Background: an optimization exercise with open tools, aiming at small area and a short achievable clock period. Do not read the settings as production practice. No run shown here included a check of the RTL's function; only the layout flow was run. No activity file was given, so power comes from the tool's default toggle rates.

<file path="flow/run.sh">
#!/bin/bash
# synth_recipe.tcl (not shown) runs the flow's synth.tcl, then flattens the netlist and writes it again
# the make line also repeats each setting of config.mk as NAME=value (left out here)
make -C /OpenROAD-flow-scripts/flow DESIGN_CONFIG=/design/flow/config.mk WORK_HOME=/design/flow/orfs CLKGATE_MAP_FILE= SYNTH_SCRIPT=/design/flow/synth_recipe.tcl finish
</file>
<file path="flow/config.mk">
export PLATFORM = sky130hd
export DESIGN_NAME = crc16_tfv
export DESIGN_NICKNAME = crc16_tfv
export VERILOG_FILES = /design/flow/design.v
export SDC_FILE = /design/flow/constraint.sdc
export NUM_CORES = 4
export LEC_CHECK = 0
export CAP_MARGIN = 20
export CORE_MARGIN = 2
export CORE_UTILIZATION = 40
export CTS_CLUSTER_DIAMETER = 150
export CTS_CLUSTER_SIZE = 25
export SETUP_SLACK_MARGIN = 3.0
export SLEW_MARGIN = 20
</file>
<file path="flow/constraint.sdc">
create_clock -name core_clock -period 5.0 [get_ports {clk}]
set_input_delay 1.0000 -clock core_clock [delete_from_list [all_inputs] [get_ports {clk}]]
set_output_delay 1.0000 -clock core_clock [all_outputs]
set_load 0.01 [all_outputs]
</file>
<file path="flow/design.v">
module crc16_update (
    input  wire [15:0] acc_in,
    input  wire [7:0]  data,
    output wire [15:0] acc_out
);
    wire [7:0] x = acc_in[7:0] ^ data;
    wire       p = ^x;
    assign acc_out = {p,
                      p ^ x[7],
                      x[7] ^ x[6],
                      x[6] ^ x[5],
                      x[5] ^ x[4],
                      x[4] ^ x[3],
                      x[3] ^ x[2],
                      x[2] ^ x[1],
                      acc_in[15] ^ x[1] ^ x[0],
                      acc_in[14] ^ x[0],
                      acc_in[13:9],
                      acc_in[8] ^ p};
endmodule
module crc16_tfv (
    input  wire         clk,
    input  wire         rst,           
    input  wire         in_valid,
    input  wire [7:0]   in_byte,
    input  wire         lenient,       
    input  wire         td_reset,      
    input  wire         ce_valid,
    input  wire         ce_op,         
    input  wire [15:0]  ce_data,
    output wire [15:0]  acc,           
    output wire         busy,          
    output wire         fault,         
    output reg          rec_valid,
    output wire [127:0] rec_id,
    output wire [4:0]   rec_id_len,
    output wire [255:0] rec_val,
    output wire [5:0]   rec_val_len,
    output reg          tel_valid,
    output reg  [1:0]   tel_status,    
    output wire [5:0]   tel_count
);
    reg         busy_q, s_hdr, s_crlf, s_id, s_val, s_vend, s_crc;
    wire        s_wait = ~busy_q;
    reg [15:0]  acc_q;
    reg         len_eff;
    reg         corr;
    reg         fault_q;
    reg [4:0]   idb [0:15];    
    reg [4:0]   id_len;
    reg         id_fresh;      
    reg [4:0]   id_first;      
    reg         id_dirty;      
    reg [7:0]   valb [0:31];
    reg [5:0]   val_len;
    reg         crc_bad;       
    reg [2:0]   crc_len;       
    reg [5:0]   pend;
    assign acc         = acc_q;
    assign busy        = busy_q;
    assign fault       = fault_q;
    assign rec_id_len  = id_len;
    assign rec_val_len = val_len;
    assign tel_count   = pend;
    genvar g;
    generate
        for (g = 0; g < 16; g = g + 1) begin : g_id_out
            assign rec_id[8*g +: 8] = {2'b00, idb[g][4] | idb[g][3], idb[g]};
        end
        for (g = 0; g < 32; g = g + 1) begin : g_val_out
            assign rec_val[8*g +: 8] = valb[g];
        end
    endgenerate
    wire [7:0] b = in_byte;
    wire hi0      = (b[7:4] == 4'h0);
    wire hi2      = (b[7:4] == 4'h2);
    wire hi3      = (b[7:4] == 4'h3);
    wire lo_le9   = ~b[3] | (~b[2] & ~b[1]);                   
    wire is_cr    = hi0 & (b[3:0] == 4'hD);
    wire is_ws    = (hi0 & (b[3:0] == 4'h9)) |                   
                    (hi0 & b[3] & ~b[2] & b[1]) |                
                    (hi0 & b[3] & b[2] & ~b[1]) |                
                    (hi2 & (b[3:0] == 4'h0));                    
    wire is_digit = hi3 & lo_le9;
    wire is_idch  = (hi3 & (lo_le9 | (b[3:0] == 4'hA))) |        
                    (hi2 & (b[3:0] == 4'hA)) |                   
                    (hi2 & (b[3:0] == 4'hD)) |                   
                    (hi2 & (b[3:0] == 4'hE));                    
    wire is_slash = hi2 & (b[3:0] == 4'hF);
    wire is_bang  = hi2 & (b[3:0] == 4'h1);
    wire is_open  = hi2 & (b[3:0] == 4'h8);
    wire is_close = hi2 & (b[3:0] == 4'h9);
    wire is_hex   = is_digit |
                    ((b[7:3] == 5'b01000) & (b[2:0] != 3'd0) & (b[2:0] != 3'd7));  
    wire cec = ce_valid & ~td_reset;
    wire byt = in_valid & ~ce_valid & ~td_reset;
    wire [15:0] acc_f;
    wire [7:0]  fold_byte = ce_valid ? ce_data[7:0] : in_byte;
    crc16_update u_f (.acc_in(acc_q), .data(fold_byte), .acc_out(acc_f));
    wire [4:0] id_cur   = id_fresh ? 5'd1 : id_len;    
    wire       id_full  = id_cur[4];
    wire       id_any   = (id_len != 5'd0);             
    wire       val_full = val_len[5];
    wire take    = in_valid & ~ce_valid;                
    wire id_oth  = ~(is_ws | is_idch | is_open);
    wire vend_oth = ~(is_ws | is_digit | is_bang | is_open);
    wire open_c  = (s_wait | s_crc) & is_slash;
    wire term_c  = s_crc & (is_cr | is_slash);
    wire commit_c = s_vend & (is_digit | is_bang);
    wire open_b  = byt & open_c;
    wire term_b  = byt & term_c;
    wire commit  = byt & commit_c;
    wire fold_e  = s_hdr | s_val | ((s_id | s_vend) & len_eff);
    wire st_ws   = s_crlf | s_id | s_vend;    
    wire st_open = s_id | s_vend;             
    wire st_bang = s_vend | s_crc;            
    wire fold_c = fold_e |
                  ((is_ws | is_digit) & st_ws) |
                  (is_idch & s_id) |
                  (is_open & st_open) |
                  (is_bang & st_bang);
    wire wait_c = (s_wait & ~is_slash) |
                  (s_crlf & ~(is_ws | is_digit)) |
                  (s_id & ~len_eff & id_oth) |
                  (s_vend & ~len_eff & vend_oth) |
                  (s_crc & is_cr);
    wire hdr_c  = open_c | (s_hdr & ~is_cr);
    wire crlf_c = (s_hdr & is_cr) | (s_crlf & is_ws);
    wire id_c   = ((s_crlf | s_vend) & is_digit) |
                  (s_id & ~is_open & (is_ws | is_idch | (len_eff & ~is_bang)));
    wire val_c  = ((s_id | s_vend) & is_open) | (s_val & ~is_close);
    wire vend_c = (s_val & is_close) | (s_vend & (is_ws | (len_eff & vend_oth)));
    wire crc_c  = (((s_id & len_eff) | s_vend) & is_bang) |
                  (s_crc & ~(is_cr | is_slash));
    always @(posedge clk) begin
        if (rst | td_reset) begin
            busy_q <= 1'b0; s_hdr <= 1'b0; s_crlf <= 1'b0; s_id <= 1'b0;
            s_val <= 1'b0; s_vend <= 1'b0; s_crc <= 1'b0;
        end else if (take) begin
            busy_q <= ~wait_c;
            s_hdr  <= hdr_c;
            s_crlf <= crlf_c;
            s_id   <= id_c;
            s_val  <= val_c;
            s_vend <= vend_c;
            s_crc  <= crc_c;
        end
    end
    wire tk      = ~rst & ~td_reset;
    wire sel_cel = tk & ce_valid & s_wait & ~ce_op;
    wire sel_cef = tk & ce_valid & s_wait & ce_op;
    wire sel_b   = tk & ~ce_valid & in_valid;
    wire sel_fold = sel_b & fold_c;
    wire sel_hold = ~rst & (td_reset | (~(ce_valid & s_wait) & ~(sel_b & (fold_c | open_c))));
    always @(posedge clk) begin
        acc_q <= ({16{sel_fold | sel_cef}} & acc_f) |
                 ({16{sel_cel}}  & ce_data) |
                 ({16{sel_hold}} & acc_q);
    end
    always @(posedge clk) begin
        if (open_b)
            len_eff <= lenient;
        if (s_wait | s_hdr)
            corr <= 1'b0;
        else if (byt & len_eff & ((s_id & id_oth) | (s_vend & vend_oth)))
            corr <= 1'b1;
        if (rst) begin
            fault_q   <= 1'b0;
            rec_valid <= 1'b0;
            tel_valid <= 1'b0;
        end else begin
            if (byt & ((s_id & is_idch & id_full) |
                       (s_val & ~is_close & val_full) |
                       (commit & id_any & (pend == 6'd63))))
                fault_q <= 1'b1;
            rec_valid <= commit & id_any & ~fault_q;
            tel_valid <= term_b & ~fault_q;
        end
    end
    always @(posedge clk) begin
        if (s_wait | s_hdr)
            pend <= 6'd0;
        else if (commit & id_any)
            pend <= pend + 6'd1;
    end
    function [3:0] hex_nib;
        input [4:0] c;
        begin
            if (c[4])
                hex_nib = c[3:0];
            else case (c[2:0])
                3'd1: hex_nib = 4'hA;
                3'd2: hex_nib = 4'hB;
                3'd3: hex_nib = 4'hC;
                3'd4: hex_nib = 4'hD;
                3'd5: hex_nib = 4'hE;
                default: hex_nib = 4'hF;
            endcase
        end
    endfunction
    wire       id_app   = byt & s_id & is_idch;
    wire       id_clr   = s_wait | s_hdr | s_crlf;
    wire       id_wipe  = id_clr | (s_id & (id_dirty | id_fresh));
    wire [4:0] id_data  = s_id ? b[4:0] : s_crc ? {1'b0, hex_nib(b[4:0])} : 5'd0;
    wire [4:0] id_data1 = (id_clr | (s_id & id_dirty)) ? 5'd0 : id_data;
    wire [4:0] id_data2 = id_wipe ? 5'd0 : id_data;
    always @(posedge clk) begin
        if (s_crlf)
            id_len <= 5'd1;
        else if (s_id) begin
            if (id_app)
                id_len <= id_cur + 5'd1;
            else if (byt & len_eff & id_oth)
                id_len <= 5'd0;
            else
                id_len <= id_cur;
        end
        id_fresh <= commit & is_digit;
        id_dirty <= byt & s_id & len_eff & id_oth;
        if (s_vend)
            id_first <= b[4:0];
    end
    wire       id_wr  = s_id | s_val | s_crc;
    wire [4:0] id_pos = s_crc ? {2'b00, crc_len} : id_cur;
    integer k;
    always @(posedge clk) begin
        if (id_wipe | (id_wr & (id_pos == 5'd0)))
            idb[0] <= s_crlf ? b[4:0] : (s_id & id_fresh) ? id_first : id_data;
        if (id_wipe | (id_wr & (id_pos == 5'd1)))
            idb[1] <= id_data1;
        for (k = 2; k < 16; k = k + 1)
            if (id_wipe | (id_wr & (id_pos == k)))
                idb[k] <= id_data2;
    end
    wire       val_clr  = ~(s_val | s_vend);
    wire       val_app  = byt & s_val & ~is_close;
    wire [7:0] val_data = s_val ? b : 8'h00;
    always @(posedge clk) begin
        if (val_clr)
            val_len <= 6'd0;
        else if (val_app)
            val_len <= val_len + 6'd1;
        for (k = 0; k < 32; k = k + 1)
            if (val_clr | (val_len == k))
                valb[k] <= val_data;
    end
    wire crc_app = byt & s_crc & ~(is_cr | is_slash | is_bang);
    always @(posedge clk) begin
        if (~s_crc) begin
            crc_len <= 3'd0;
            crc_bad <= 1'b0;
        end else if (crc_app) begin
            if (crc_len != 3'd5)
                crc_len <= crc_len + 3'd1;
            if (~crc_len[2] & ~is_hex)
                crc_bad <= 1'b1;
        end
    end
    wire [15:0] crc_hex = {idb[0][3:0], idb[1][3:0], idb[2][3:0], idb[3][3:0]};
    wire [1:0] status = corr ? 2'd2 :
                        (crc_len == 3'd0) ? 2'd0 :
                        ((crc_len == 3'd4) && !crc_bad && (crc_hex == acc_q)) ? 2'd0 : 2'd1;
    always @(posedge clk) begin
        if (term_b)
            tel_status <= status;
    end
endmodule
</file>
==> impl_metrics.tcl, run 1 <==
set metrics [dict create \
    grt.total_usage 0.242 \
    drc 0 \
    yosys.area_share.adder 0.00932 \
    hold_viol_final 0 \
    grt_overflow 0 \
    period_needed_ns 2.39 \
    cts_tree "built" \
    grt_first_pass_wirelength_mm 69.0 \
    cts_inserted_buffers 19 \
    vdd_ir_drop_max_mv 0.206 \
    row_count 70 \
    crit_end "acc_q[15]$_DFF_P_" \
    crit_top_cell "buf_12" \
    setup_viol 0 \
    arrival_ns 2.83 \
    synth_edf_count 344 \
    rr_worst_depth 8 \
    slew_headroom 0.396 \
    hold_buffers 0 \
    slew_viol_final 0 \
    final_cell_mix "edfxtp_1 (344), buf_2 (299), buf_4 (142)" \
    crit_path_top_delay_cell "o2111ai_4" \
    pre_cts_ws_ns 0.802 \
    num-fill-cells 2918 \
    crit_start "in_byte[2]" \
    rrSetupSlack_ns 2.98 \
    dieArea_um2 38500 \
    fp.coreArea_um2 36500 \
    synth_area_leaders "edfxtp_1 (70%), dfxtp_1 (6.8%), o21ai_0 (1.9%)" \
    worstMarginPinSlew_ns 0.906 \
    hold_path.class "register to register" \
    clock.fmax_mhz 418 \
    p_comb_frac 0.061 \
    yosys.area_share.simple 0.0745 \
    swShare 0.210 \
    antenna_found_initial 1 \
    reg2reg_to "acc_q[15]$_DFF_P_" \
    fin_crit_sh 0.479 \
    grt_start_max_net_pins 33 \
    cap_violations 0 \
    critPathCaptureType "register" \
    synthXorXnorAreaFrac 0.0322 \
    finalWirelength_mm 49.1 \
    seq_power_share 0.630 \
    pwr-share-clk 0.309 \
    clk_pin_slew_ns 0.11 \
    synth_compound_area_frac 0.0751 \
    synth_top_family_by_area "compound AO/OA/AOI/OAI gates" \
    ys_types 78 \
    syn-cell-area_um2 14800 \
    die_w_um 196 \
    synth_top_area_share 0.700 \
    clock_path_buffers 3 \
    layout_commonest_cell "edfxtp_1" \
    critPathMaxStageDelay_ns 0.32 \
    power.density_nw_per_um2 264 \
    io_buffers 421 \
    yosysTopAreaCell "edfxtp_1" \
    worst-setup-path-type "primary input to register" \
    drtPass1Iterations 5 \
    ys_dominant_reg_cell "edfxtp_1" \
    crit_chain "buf_8 > buf_12 > inv_8 > ha_4 > o2111ai_4 > o211ai_1 > a221oi_2 > buf_4 > buf_12 > a21o_2 > o21ai_1" \
    finalClockSkew_ns 0.0269 \
    path_depth 11 \
    clock_sinks 394 \
    drt-initial-drc-count 768 \
    root_buffer "clkbuf_16" \
    num-nets-final 1565 \
    die_height_um 196 \
    gp_congestion 0.886 \
    rr_startpoint "s_id$_SDFFE_PP0P_" \
    clk_latency_ns 0.54 \
    syn_to_final_growth_pct 43.5 \
    grt_setup_unrepaired "yes" \
    path_delay_family "compound AO/OA/AOI/OAI gates" \
    first_global_vias 9959 \
    path_buf_inv 5 \
    ys_seq_elements 394 \
    wl_per_cell_um 24.5 \
    synth.avg_cell_area_um2 15.8 \
    hp-start "s_hdr$_SDFFE_PP0P_" \
    drive_gt1_frac 0.540 \
    dr_total_vias 10396 \
    status "no timing/DRC/antenna violations" \
    initial_core_util 0.404 \
    ctsHtreeMaxLevel 1 \
    power.internal_mw 4.41 \
    syn_inst 935 \
    synthMuxAreaShare 0.00890 \
    p_sw_mw 1.17 \
    vias_per_cell 5.19 \
    antenna_left 0 \
    required_ns 5.44 \
    ios 454 \
    crit_path_start_kind "primary input" \
    yosysSeqAreaShare 0.767 \
    synth_warnings 3 \
    fin_ws_ns 2.61 \
    fin_setup_tns_ns 0 \
    dp_hpwl_mm 32.6 \
    ys_async_sr_fraction 0 \
    p_leak_nw 9.59 \
    critPathMaxFanout 9 \
    holdWs_ns 0.474 \
]
area by class of cell:
| cell class | count | area, um2 | area share |
|---|---|---|---|
| flip-flops and latches | 394 | 11500 | 0.541 |
| diodes | 1 | 2.50 | 0.000118 |
| clock buffers | 32 | 524 | 0.0247 |
| clock inverters | 2 | 17.5 | 0.000826 |
| repair buffers | 603 | 4520 | 0.213 |
| well taps | 468 | 586 | 0.0276 |
| inverters | 18 | 87.6 | 0.00413 |
| multi-input cells | 487 | 3990 | 0.188 |
stage by stage:
stage,instance area (um2),power [mW],util,instances
after global routing,21200,5.76,0.580,2005
final,21200,5.59,0.580,2005
after detailed placement,19600,3.83,0.536,1803
after CTS,20200,5.60,0.554,1957
after global placement,19600,3.83,0.536,1803
after floorplan,15100,3.78,-,966
power groups by stage:
stage / Sequential [mW] / Combinational (mW) / Clock (mW)
5_1_grt: 3.52 / 0.359 / 1.88
3_5_place_dp: 3.61 / 0.219 / 0
3_3_place_gp: 3.61 / 0.217 / 0
2_1_floorplan: 3.61 / 0.164 / 0
6_report: 3.52 / 0.343 / 1.72
4_1_cts: 3.52 / 0.313 / 1.76
what timing repair did:
item,in CTS,in global routing
buffers inserted,117,46
setup endpoints to repair,1073,714
resized for setup,1943,146
pin swaps,63,60
gates cloned,3,1
sequential cells by signal (all words and copies together), names as in the netlist, 2 cells and up:
register	count
acc_q	16
crc_len	3
id_first	5
id_len	5
idb	80
pend	6
tel_status	2
val_len	6
valb	256
kinds of logic (layout without fill, tap and decap cells):
kind of cell               Yosys count  count (layout)
adders and majority gates           11              11
buffers and inverters               86             655
muxes                               13              13
other                                1              33
AOI/OAI and AO/OA                  171             172
and+or+nand+nor                    209             209
xor gates and xnor gates            50              50
DFF                                394             394
cell usage after synthesis, types with 9 or more instances:
| cell | count |
|---|---|
| nor4_1 | 10 |
| clkbuf_1 | 23 |
| xor2_1 | 16 |
| a21oi_1 | 32 |
| o21ai_1 | 18 |
| inv_1 | 17 |
| nand4_1 | 10 |
| dfxtp_1 | 50 |
| buf_4 | 36 |
| and2_1 | 12 |
| or2_2 | 19 |
| ha_1 | 11 |
| a22oi_1 | 15 |
| edfxtp_1 | 344 |
| nor2_1 | 52 |
| nand2_1 | 52 |
| xnor2_1 | 29 |
| nand2b_1 | 9 |
| mux2i_1 | 12 |
| o21ai_0 | 55 |
worst min-delay path: cells and delay by family (launching register included):
kind	cells	cell delay [ns]
AOI/OAI and AO/OA	1	0.05
and+or+nand+nor	1	0.06
DFF	1	0.34
how the worst min path moves through the flow:
stage,depth (start not counted),slack [ns],to
2_1_floorplan,0,0.43,tel_status[1]$_SDFFCE_PP1P_
3_3_place_gp,2,0.47,crc_bad$_SDFFE_PN0P_
3_5_place_dp,2,0.47,s_crlf$_SDFFE_PP0P_
6_report,2,0.47,s_crlf$_SDFFE_PP0P_
4_1_cts,2,0.47,s_crlf$_SDFFE_PP0P_
5_1_grt,2,0.51,s_crlf$_SDFFE_PP0P_
layer usage:
metal,vias up,track usage,wire length (um),share of wire
met5,-,0,0,0
met2,511,0.432,25300,0.51
met3,101,0.0595,3910,0.080
met1,5180,0.290,18000,0.37
li1,4604,-,-,-
met4,0,0.0749,1950,0.040
==> inputs of run 2 (changes only) <==
--- a/flow/config.mk
+++ b/flow/config.mk
@@ -10,5 +10,5 @@
 export CORE_UTILIZATION = 40
 export CTS_CLUSTER_DIAMETER = 150
 export CTS_CLUSTER_SIZE = 25
-export SETUP_SLACK_MARGIN = 3.0
+export SETUP_SLACK_MARGIN = 2.7
 export SLEW_MARGIN = 20
==> impl_metrics.tcl, run 2 <==
set metrics [dict create \
    synthXorXnorAreaFrac 0.0322 \
    num-fill-cells 3047 \
    min_to "tel_valid$_SDFF_PP0_" \
    hold_path.class "register to register" \
    dr_total_vias 9844 \
    rr_startpoint "idb[0][3]$_DFFE_PP_" \
    synth_warnings 3 \
    drc 0 \
    hp-start "fault_q$_SDFFE_PP0P_" \
    critPathCaptureType "primary output" \
    clock.fmax_mhz 416 \
    reg2reg_to "tel_status[0]$_SDFFCE_PP0P_" \
    initial_core_util 0.404 \
    clock_sinks 394 \
    wl_per_cell_um 24.4 \
    clk_latency_ns 0.54 \
    syn_inst 935 \
    setup_viol 0 \
    crit_path_start_kind "register" \
    cts_tree "built" \
    dp_cells 1806 \
    synth.avg_cell_area_um2 15.8 \
    regMostFlops "valb" \
    die_height_um 196 \
    ctsHtreeMaxLevel 1 \
    grt.total_usage 0.233 \
    period_needed_ns 2.41 \
    synth.most_common_cell "edfxtp_1" \
    yosysTopAreaCell "edfxtp_1" \
    finalClockSkew_ns 0.0271 \
    largest_reg_flops 256 \
    root_buffer "clkbuf_16" \
    rrSetupSlack_ns 2.63 \
    drive_gt1_frac 0.205 \
    yosys.area_share.adder 0.00932 \
    arrival_ns 1.41 \
    antenna_left 0 \
    cap_violations 0 \
    clock_path_buffers 3 \
    fin_ws_ns 2.59 \
    largestRegisters "valb: 256 flops, idb: 80 flops, acc_q: 16 flops" \
    power.density_nw_per_um2 268 \
    grt_start_max_net_pins 33 \
    ys_async_sr_fraction 0 \
    ys_dominant_reg_cell "edfxtp_1" \
    fp.coreArea_um2 36500 \
    syn-cell-area_um2 14800 \
    worst-setup-path-type "register to primary output" \
    grt_overflow 0 \
    dp_hpwl_mm 32.5 \
    yosys-top-cells-count "edfxtp_1 (344), o21ai_0 (55), nand2_1 (52), nor2_1 (52), dfxtp_1 (50)" \
    ys_types 78 \
    vias_per_cell 5.18 \
    dieArea_um2 38500 \
    final_cell_mix "dlygate4sd2_1 (351), edfxtp_1 (344), buf_4 (66)" \
    finalWirelength_mm 46.4 \
    fin_crit_sh 0.481 \
    slew_headroom 0.321 \
    ios 454 \
    slew_viol_final 0 \
    design_area_um2 20600 \
    synth_compound_area_frac 0.0751 \
    io_buffers 421 \
    finalPower_mw 5.53 \
    clk_pin_slew_ns 0.10 \
    yosysSeqAreaShare 0.767 \
    fin_setup_tns_ns 0 \
    synth_area_leaders "edfxtp_1 (70%), dfxtp_1 (6.8%), o21ai_0 (1.9%)" \
    grt_first_pass_wirelength_mm 65.9 \
    hold_viol_final 0 \
    synth_edf_count 344 \
    drtPass1Iterations 5 \
    rr_worst_depth 7 \
    critPathMaxFanout 2 \
    layout_commonest_cell "dlygate4sd2_1" \
    synthMuxAreaShare 0.00890 \
    final_cells 1901 \
    placed_area_um2 19500 \
    cts_inserted_buffers 19 \
    yosys.area_share.simple 0.0745 \
    antenna_found_initial 1 \
    worstMarginPinSlew_ns 1.01 \
    synth_top_area_share 0.700 \
    p_leak_nw 9.76 \
    gp_congestion 0.855 \
    required_ns 4.00 \
    die_w_um 196 \
    hold_depth 1 \
    syn_to_final_growth_pct 39.7 \
    row_count 70 \
    num-nets-final 1461 \
    vdd_ir_drop_max_mv 0.221 \
    status "no timing/DRC/antenna violations" \
    pre_cts_ws_ns 0.899 \
    ys_seq_elements 394 \
    grt_setup_unrepaired "yes" \
    first_global_vias 9572 \
    drt-initial-drc-count 733 \
    synth_top_family_by_area "compound AO/OA/AOI/OAI gates" \
]
## run 2: cell types whose count changed in the layout (fill, tap and decap cells not counted), moves of 11 or more
cell | previous run | this run
buf_2 | 299 | 8
buf_4 | 142 | 66
buf_6 | 124 | 28
dfxtp_2 | 10 | 26
dfxtp_4 | 33 | 10
dlygate4sd2_1 | 7 | 351
nand2_1 | 40 | 51
## run 2: worst max-delay path by stage
stage	start	to	slack, ns	depth (start not counted)
2_1_floorplan	in_byte[2]	acc_q[14]$_DFF_P_	2.31	10
3_5_place_dp	in_byte[1]	acc_q[0]$_DFF_P_	0.90	9
4_1_cts	ce_data[6]	acc_q[0]$_DFF_P_	2.57	8
3_3_place_gp	in_byte[1]	acc_q[15]$_DFF_P_	0.99	9
6_report	idb[0][3]$_DFFE_PP_	rec_id[5]	2.59	2
5_1_grt	ce_data[7]	acc_q[14]$_DFF_P_	2.55	8
## run 2: area by class of cell
class / count / area [um2] / area share
Sequential cell: 394 / 11400 / 0.553
Inverter: 18 / 78.8 / 0.00382
Timing Repair Buffer: 499 / 4450 / 0.216
Clock inverter: 2 / 17.5 / 0.000849
Antenna cell: 1 / 2.50 / 0.000121
Multi-Input combinational cell: 487 / 3560 / 0.173
Tap cell: 468 / 586 / 0.0284
Clock buffer: 32 / 524 / 0.0254
## run 2: repair_timing
action	4_1_cts	5_1_grt
gates cloned	3	0
hold buffers	0	0
resized for setup	661	74
setup endpoints to repair	763	143
pin swaps	22	24
buffers inserted	35	20
## run 2: power by group
group | leakage (nW) | switching, mW | internal (mW)
Sequential | 4.64 | 0.0155 | 3.52
Combinational | 4.86 | 0.148 | 0.131
Clock | 0.258 | 0.984 | 0.731
Total | 9.76 | 1.15 | 4.38
## run 2: critical path, cell delays in order (launching register included)
cell and delay [ns]:
edfxtp_1 0.48, or2_4 0.28, buf_6 0.12
## run 2: metrics by stage
stage           util  hold slack (ns)
2_1_floorplan      -            0.431
3_3_place_gp   0.534            0.473
3_5_place_dp   0.534            0.472
4_1_cts        0.554            0.488
5_1_grt        0.565            0.509
6_report       0.565            0.479
## run 2: routing by layer
metal	part of all wire	GRT usage	wire, um	vias up
met5	0	0	0	-
met4	0.042	0.0948	1960	0
met3	0.079	0.0552	3680	100
met2	0.51	0.409	23600	461
met1	0.37	0.275	17200	4890
li1	-	-	-	4393
## run 2: cells by family (layout without fill, tap and decap cells)
kind of cell,after synthesis,after routing
AOI/OAI and AO/OA,171,172
other,1,33
buffers and inverters,86,551
adders and majority gates,11,11
and+or+nand+nor,209,209
DFF,394,394
xor gates and xnor gates,50,50
muxes,13,13
==> inputs of run 3 (changes only) <==
--- a/flow/design.v
+++ b/flow/design.v
@@ -180,7 +180,7 @@
     always @(posedge clk) begin
         if (s_wait | s_hdr)
             pend <= 6'd0;
-        else if (commit & id_any)
+        else if (rec_valid)
             pend <= pend + 6'd1;
     end
     function [3:0] hex_nib;
==> impl_metrics.tcl, run 3 <==
set metrics [dict create \
    status "no timing/DRC/antenna violations" \
    clock_path_buffers 3 \
    cap_violations 0 \
    p_leak_nw 9.59 \
    yosysSeqAreaShare 0.776 \
    synth_warnings 3 \
    crit_chain "buf_6 > buf_6 > or3_1 > and4b_1 > or3b_4 > a221o_2 > a32oi_4 > buf_12 > nor2b_1 > a221o_1" \
    crit_path_start_kind "primary input" \
    dr_total_vias 9608 \
    pwr-share-clk 0.310 \
    p_sw_mw 1.13 \
    num-fill-cells 3036 \
    synth_top_area_share 0.708 \
    synth_area_leaders "edfxtp_1 (71%), dfxtp_1 (6.9%), xnor2_1 (2.1%)" \
    crit_top_cell "buf_6" \
    drt-initial-drc-count 896 \
    ys_seq_elements 394 \
    finalClockSkew_ns 0.0185 \
    syn-cell-area_um2 14600 \
    grt_setup_unrepaired "yes" \
    row_count 69 \
    seq_power_share 0.644 \
    drc 0 \
    wl_per_cell_um 23.6 \
    first_global_vias 9076 \
    critPathMaxStageDelay_ns 0.39 \
    critPathCaptureType "register" \
    grt.total_usage 0.226 \
    syn_to_final_growth_pct 39.9 \
    antenna_found_initial 0 \
    drive_gt1_frac 0.184 \
    io_buffers 421 \
    dieArea_um2 38000 \
    syn_inst 930 \
    grt_first_pass_wirelength_mm 64.2 \
    ctsHtreeMaxLevel 1 \
    slew_headroom 0.432 \
    vdd_ir_drop_max_mv 0.242 \
    initial_core_util 0.408 \
    fin_crit_sh 0.549 \
    regMostFlops "valb" \
    drtPass1Iterations 5 \
    arrival_ns 3.16 \
    gp_congestion 0.921 \
    clk_pin_slew_ns 0.10 \
    ys_dominant_reg_cell "edfxtp_1" \
    seq_area_um2 11400 \
    layout_commonest_cell "dlygate4sd2_1" \
    slew_viol_final 0 \
    crit_path_top_delay_cell "a221o_2" \
    final_cells 1883 \
    synth.avg_cell_area_um2 15.7 \
    period_needed_ns 2.74 \
    hp-start "fault_q$_SDFFE_PP0P_" \
    finalWirelength_mm 44.5 \
    multi_input_area_um2 3360 \
    antenna_left 0 \
    power.density_nw_per_um2 270 \
    cts_tree "built" \
    cts_inserted_buffers 19 \
    dp_hpwl_mm 31.8 \
    yosysTopAreaCell "edfxtp_1" \
    power.internal_mw 4.38 \
    worst-setup-path-type "primary input to register" \
    largest_reg_flops 256 \
    synth_edf_count 344 \
    worstMarginPinSlew_ns 0.847 \
    root_buffer "clkbuf_16" \
    setup_viol 0 \
    die_height_um 195 \
    swShare 0.206 \
    ys_types 62 \
    yosys-top-cells-count "edfxtp_1 (344), nand2_1 (62), o21ai_0 (54), dfxtp_1 (50), nor2_1 (42)" \
    p_comb_frac 0.046 \
    diodes 0 \
    rrSetupSlack_ns 2.84 \
    grt_overflow 0 \
    grt_start_max_net_pins 33 \
    clock_sinks 394 \
    ys_async_sr_fraction 0 \
    num-nets-final 1451 \
    crit_start "in_byte[0]" \
    hold_viol_final 0 \
    dp_cells 1790 \
    required_ns 5.42 \
    final_cell_mix "dlygate4sd2_1 (347), edfxtp_1 (344), nand2_1 (60)" \
    clk_latency_ns 0.52 \
    critPathMaxFanout 6 \
    clock.fmax_mhz 364 \
    ios 454 \
    finalPower_mw 5.51 \
    die_w_um 195 \
    fp.coreArea_um2 35700 \
    synth.most_common_cell "edfxtp_1" \
    rr_startpoint "busy_q$_SDFFE_PP0P_" \
    hold_path.class "register to register" \
    fin_setup_tns_ns 0 \
    largestRegisters "valb: 256 flops, idb: 80 flops, acc_q: 16 flops" \
    vias_per_cell 5.10 \
]
-- run 3: final cells by class --
cell class                 count  share of cell area
sequential                   394               0.557
timing repair buffer         495               0.219
multi-input combinational    476               0.164
tap                          461              0.0282
clock buffer                  32              0.0257
inverter                      23             0.00459
clock inverter                 2            0.000858
-- run 3: timing repair --
item	4_1_cts	5_1_grt
resized for setup	660	46
pin swaps	27	15
endpoints found under the setup margin	771	205
hold buffers	0	0
buffers inserted	44	14
-- run 3: power groups by stage --
stage	registers (mW)	logic (mW)	clock network, mW
2_1_floorplan	3.62	0.169	0
3_3_place_gp	3.62	0.237	0
3_5_place_dp	3.62	0.236	0
4_1_cts	3.55	0.249	1.74
5_1_grt	3.55	0.273	1.88
6_report	3.55	0.254	1.71
-- run 3: cell families after synthesis --
group / share of synthesized area
AO/OA/AOI/OAI: 0.0615
XOR/XNOR: 0.0306
adder cells (fa/ha/maj): 0.00943
buffers and inverters: 0.0327
flip-flops: 0.776
multiplexers: 0.00891
other: 0.000257
AND/OR/NAND/NOR: 0.0805
-- run 3: final timing paths --
check                          to  depth (start not counted)
max             acc_q[10]$_DFF_P_                         10
min          rec_valid$_SDFF_PP0_                          1
max reg2reg   idb[3][3]$_DFFE_PP_                          6
min reg2reg  rec_valid$_SDFF_PP0_                          1
-- run 3: metrics by stage --
stage / setup WS, ns / util / cell area, um2 / hold slack [ns]
global route: 2.21 / 0.572 / 20400 / 0.485
finish: 2.26 / 0.572 / 20400 / 0.467
global placement: 0.763 / 0.542 / 19400 / 0.472
detailed placement: 0.669 / 0.542 / 19400 / 0.473
floorplan: 1.89 / - / 14900 / 0.431
CTS: 2.26 / 0.564 / 20200 / 0.463
-- run 3: critical path, delay by kind of cell --
kind                   cells  cell delay, ns
AO/OA/AOI/OAI              3            0.85
buffers and inverters      3            0.35
AND/OR/NAND/NOR            4            0.97
-- run 3: per-layer routing --
layer,share of wire,GRT usage,vias to the layer above
met1,0.39,0.285,4744
met4,0.032,0.0639,0
met3,0.069,0.0413,78
met2,0.51,0.401,445
met5,0,0,-
li1,-,-,4341
==> inputs of run 4 (changes only) <==
--- a/flow/config.mk
+++ b/flow/config.mk
@@ -10,5 +10,5 @@
 export CORE_UTILIZATION = 40
 export CTS_CLUSTER_DIAMETER = 150
 export CTS_CLUSTER_SIZE = 25
-export SETUP_SLACK_MARGIN = 2.7
+export SETUP_SLACK_MARGIN = 2.5
 export SLEW_MARGIN = 20
==> impl_metrics.tcl, run 4 <==
set metrics [dict create \
    largestRegisters "valb: 256 flops, idb: 80 flops, acc_q: 16 flops" \
    crit_path_start_kind "primary input" \
    dp_cells 1788 \
    cts_tree "built" \
    fin_crit_sh 0.545 \
    setup_viol 0 \
    ys_types 62 \
    layout_commonest_cell "edfxtp_1" \
    crit_chain "buf_6 > buf_6 > or3_4 > and4b_1 > or3b_4 > a221o_2 > buf_4 > buf_4 > a32oi_4 > o21ai_0" \
    drtPass1Iterations 5 \
    yosysSeqAreaShare 0.776 \
    seq_area_um2 11400 \
    worst-setup-path-type "primary input to register" \
    final_cell_mix "edfxtp_1 (344), clkdlybuf4s50_1 (321), nand2_1 (62)" \
    critPathCaptureType "register" \
    worstMarginPinSlew_ns 1.09 \
    dp_hpwl_mm 31.8 \
    ys_dominant_reg_cell "edfxtp_1" \
    first_global_vias 9022 \
    critPathMaxFanout 4 \
    final_cells 1852 \
    hold_viol_final 0 \
    yosys-top-cells-count "edfxtp_1 (344), nand2_1 (62), o21ai_0 (54), dfxtp_1 (50), nor2_1 (42)" \
    syn_inst 930 \
    antenna_found_initial 2 \
    root_buffer "clkbuf_16" \
    ys_async_sr_fraction 0 \
    syn_to_final_growth_pct 39.1 \
    syn-cell-area_um2 14600 \
    finalWirelength_mm 44.3 \
    drive_gt1_frac 0.130 \
    regMostFlops "valb" \
    grt_use_met2 0.395 \
    p_leak_nw 8.41 \
    gr-usage-met1 0.285 \
    slew_headroom 0.268 \
    drc 0 \
    period_needed_ns 2.72 \
    crit_path_top_delay_cell "a221o_2" \
    synth_warnings 3 \
    grt_first_pass_wirelength_mm 63.6 \
    grt_overflow 0 \
    ctsHtreeMaxLevel 1 \
    p_sw_mw 1.13 \
    gp_congestion 0.895 \
    clock_path_buffers 3 \
    row_count 69 \
    synth_area_leaders "edfxtp_1 (71%), dfxtp_1 (6.9%), xnor2_1 (2.1%)" \
    cts_inserted_buffers 19 \
    initial_core_util 0.408 \
    antenna_left 0 \
    synth_top_area_share 0.708 \
    finalClockSkew_ns 0.0207 \
    vias_per_cell 5.09 \
    grtUsageMet3 0.0449 \
    rr_worst_depth 4 \
    hold_depth 1 \
    hold_path.class "register to register" \
    grt_busiest_layer "met2" \
    clk_pin_slew_ns 0.10 \
    die_w_um 195 \
    swShare 0.205 \
    fin_setup_tns_ns 0 \
    wl_per_cell_um 23.9 \
    vdd_ir_drop_max_mv 0.244 \
    die_height_um 195 \
    synth_edf_count 344 \
    dr_total_vias 9426 \
    dieArea_um2 38000 \
    required_ns 5.42 \
    fp.coreArea_um2 35700 \
    pwr-share-clk 0.311 \
    clock.fmax_mhz 367 \
    slew_viol_final 0 \
    grt_setup_unrepaired "yes" \
    grt_start_max_net_pins 33 \
    clk_latency_ns 0.53 \
    seq_power_share 0.645 \
    cap_violations 0 \
    grt.total_usage 0.226 \
    p_comb_frac 0.044 \
    multi_input_area_um2 3210 \
    num-fill-cells 2944 \
    num-nets-final 1418 \
    critPathMaxStageDelay_ns 0.39 \
    ys_seq_elements 394 \
    power.density_nw_per_um2 271 \
    synth.most_common_cell "edfxtp_1" \
    io_buffers 421 \
    drt-initial-drc-count 747 \
    status "no timing/DRC/antenna violations" \
    arrival_ns 3.14 \
    ios 454 \
    yosysTopAreaCell "edfxtp_1" \
    clock_sinks 394 \
    largest_reg_flops 256 \
    power.internal_mw 4.37 \
    synth.avg_cell_area_um2 15.7 \
]
==> run 4: changes by cell type in the layout (fill, tap and decap cells not counted), sizes merged <==
cell / before / now
clkdlybuf4s15: 17 / 2
diode: 0 / 2
dlygate4sd2: 347 / 45
a32oi: 2 / 3
dlymetal6s2s: 1 / 30
clkbuf: 33 / 40
buf: 104 / 55
clkdlybuf4s50: 25 / 321
==> run 4: metrics by stage <==
stage | instance area [um2] | util | hold WS, ns | total power [mW] | setup slack [ns]
floorplan | 14900 | - | 0.431 | 3.79 | 1.89
global placement | 19300 | 0.540 | 0.486 | 3.86 | 0.781
detailed placement | 19300 | 0.540 | 0.487 | 3.86 | 0.685
CTS | 20100 | 0.563 | 0.469 | 5.55 | 2.24
global route | 20300 | 0.568 | 0.485 | 5.69 | 2.22
finish | 20300 | 0.568 | 0.459 | 5.50 | 2.28
==> run 4: power groups by stage <==
stage               combinational, mW  clock [mW]  sequential (mW)
finish                          0.241        1.71             3.55
global route                    0.260        1.88             3.55
CTS                             0.235        1.76             3.55
detailed placement              0.233           0             3.62
global placement                0.232           0             3.62
floorplan                       0.166           0             3.62
==> run 4: routing by layer <==
| metal | wire length (um) | vias up |
|---|---|---|
| li1 | - | 4274 |
| met1 | 17100 | 4669 |
| met2 | 22800 | 429 |
| met3 | 3290 | 54 |
| met4 | 1150 | 0 |
| met5 | 0 | - |
==> run 4: final cells by class <==
cell class,count,area share
multi-input cells,477,0.158
inverters,23,0.00450
flip-flops and latches,394,0.560
clock inverters,2,0.000863
repair buffers,461,0.222
well taps,461,0.0284
diodes,2,0.000246
clock buffers,32,0.0258
==> run 4: cell families after synthesis <==
family,Yosys count,synth area share
buffers and inverters,91,0.0327
XOR/XNOR,51,0.0306
other,1,0.000257
AO/OA/AOI/OAI,139,0.0615
adder cells (fa/ha/maj),11,0.00943
AND/OR/NAND/NOR,230,0.0805
flip-flops,394,0.776
multiplexers,13,0.00891
==> run 4: what timing repair did <==
item	4_1_cts	5_1_grt
gates cloned	1	0
endpoints found under the setup margin	256	123
hold buffers	0	0
endpoints found under the hold margin	0	0
pin swaps	10	7
setup buffers	23	4
resized for setup	192	81
==> run 4: worst paths after layout <==
check                                          start                    to  slack, ns
worst max-delay path                      in_byte[0]      acc_q[7]$_DFF_P_       2.28
worst min-delay path            fault_q$_SDFFE_PP0P_  rec_valid$_SDFF_PP0_       0.46
worst min register to register  fault_q$_SDFFE_PP0P_  rec_valid$_SDFF_PP0_       0.46
worst max register to register      id_fresh$_DFF_P_   idb[2][3]$_DFFE_PP_       2.59
==> run 4: critical path: cells and delay by family <==
| kind | cells | cell delay [ns] |
|---|---|---|
| AND/OR/NAND/NOR | 3 | 0.92 |
| AO/OA/AOI/OAI | 3 | 0.73 |
| buffers and inverters | 4 | 0.50 |

==> static timing again, ports no longer ideal <==
In the flow no input, the clock included, has a driving cell. The finished layouts below were timed again as built, in two steps.
Step 1 sets driving cells, clkbuf_16 on the clock port and buf_2 on the other inputs (assumed; they add their load-dependent delay and slew).
Step 2 adds t to the input delays and takes it off the output delays; t is the mean of the earliest and latest rising clock arrival at the registers after step 1. Input paths then give back, and output paths get back, about the clock's delay inside the block.
a / b / c = ideal / step 1 / step 2; a / b = the first two.
run	shift t [ns]	setup WS [ns]	worst setup path at the end	slew at the worst register clock pin (ns)
run 1	0.589	2.606 / 2.558 / 1.979	input to register	0.11 / 0.11
run 2	0.579	2.595 / 2.540 / 2.028	input to register	0.11 / 0.11
run 3	0.568	2.255 / 2.276 / 1.708	input to register	0.10 / 0.10
run 4	0.579	2.276 / 2.298 / 1.720	input to register	0.10 / 0.10
After both steps every run listed still meets setup and hold. The setup slack of run 1, which loses most, moves by -0.048 ns with the drivers and by -0.627 ns with both steps.
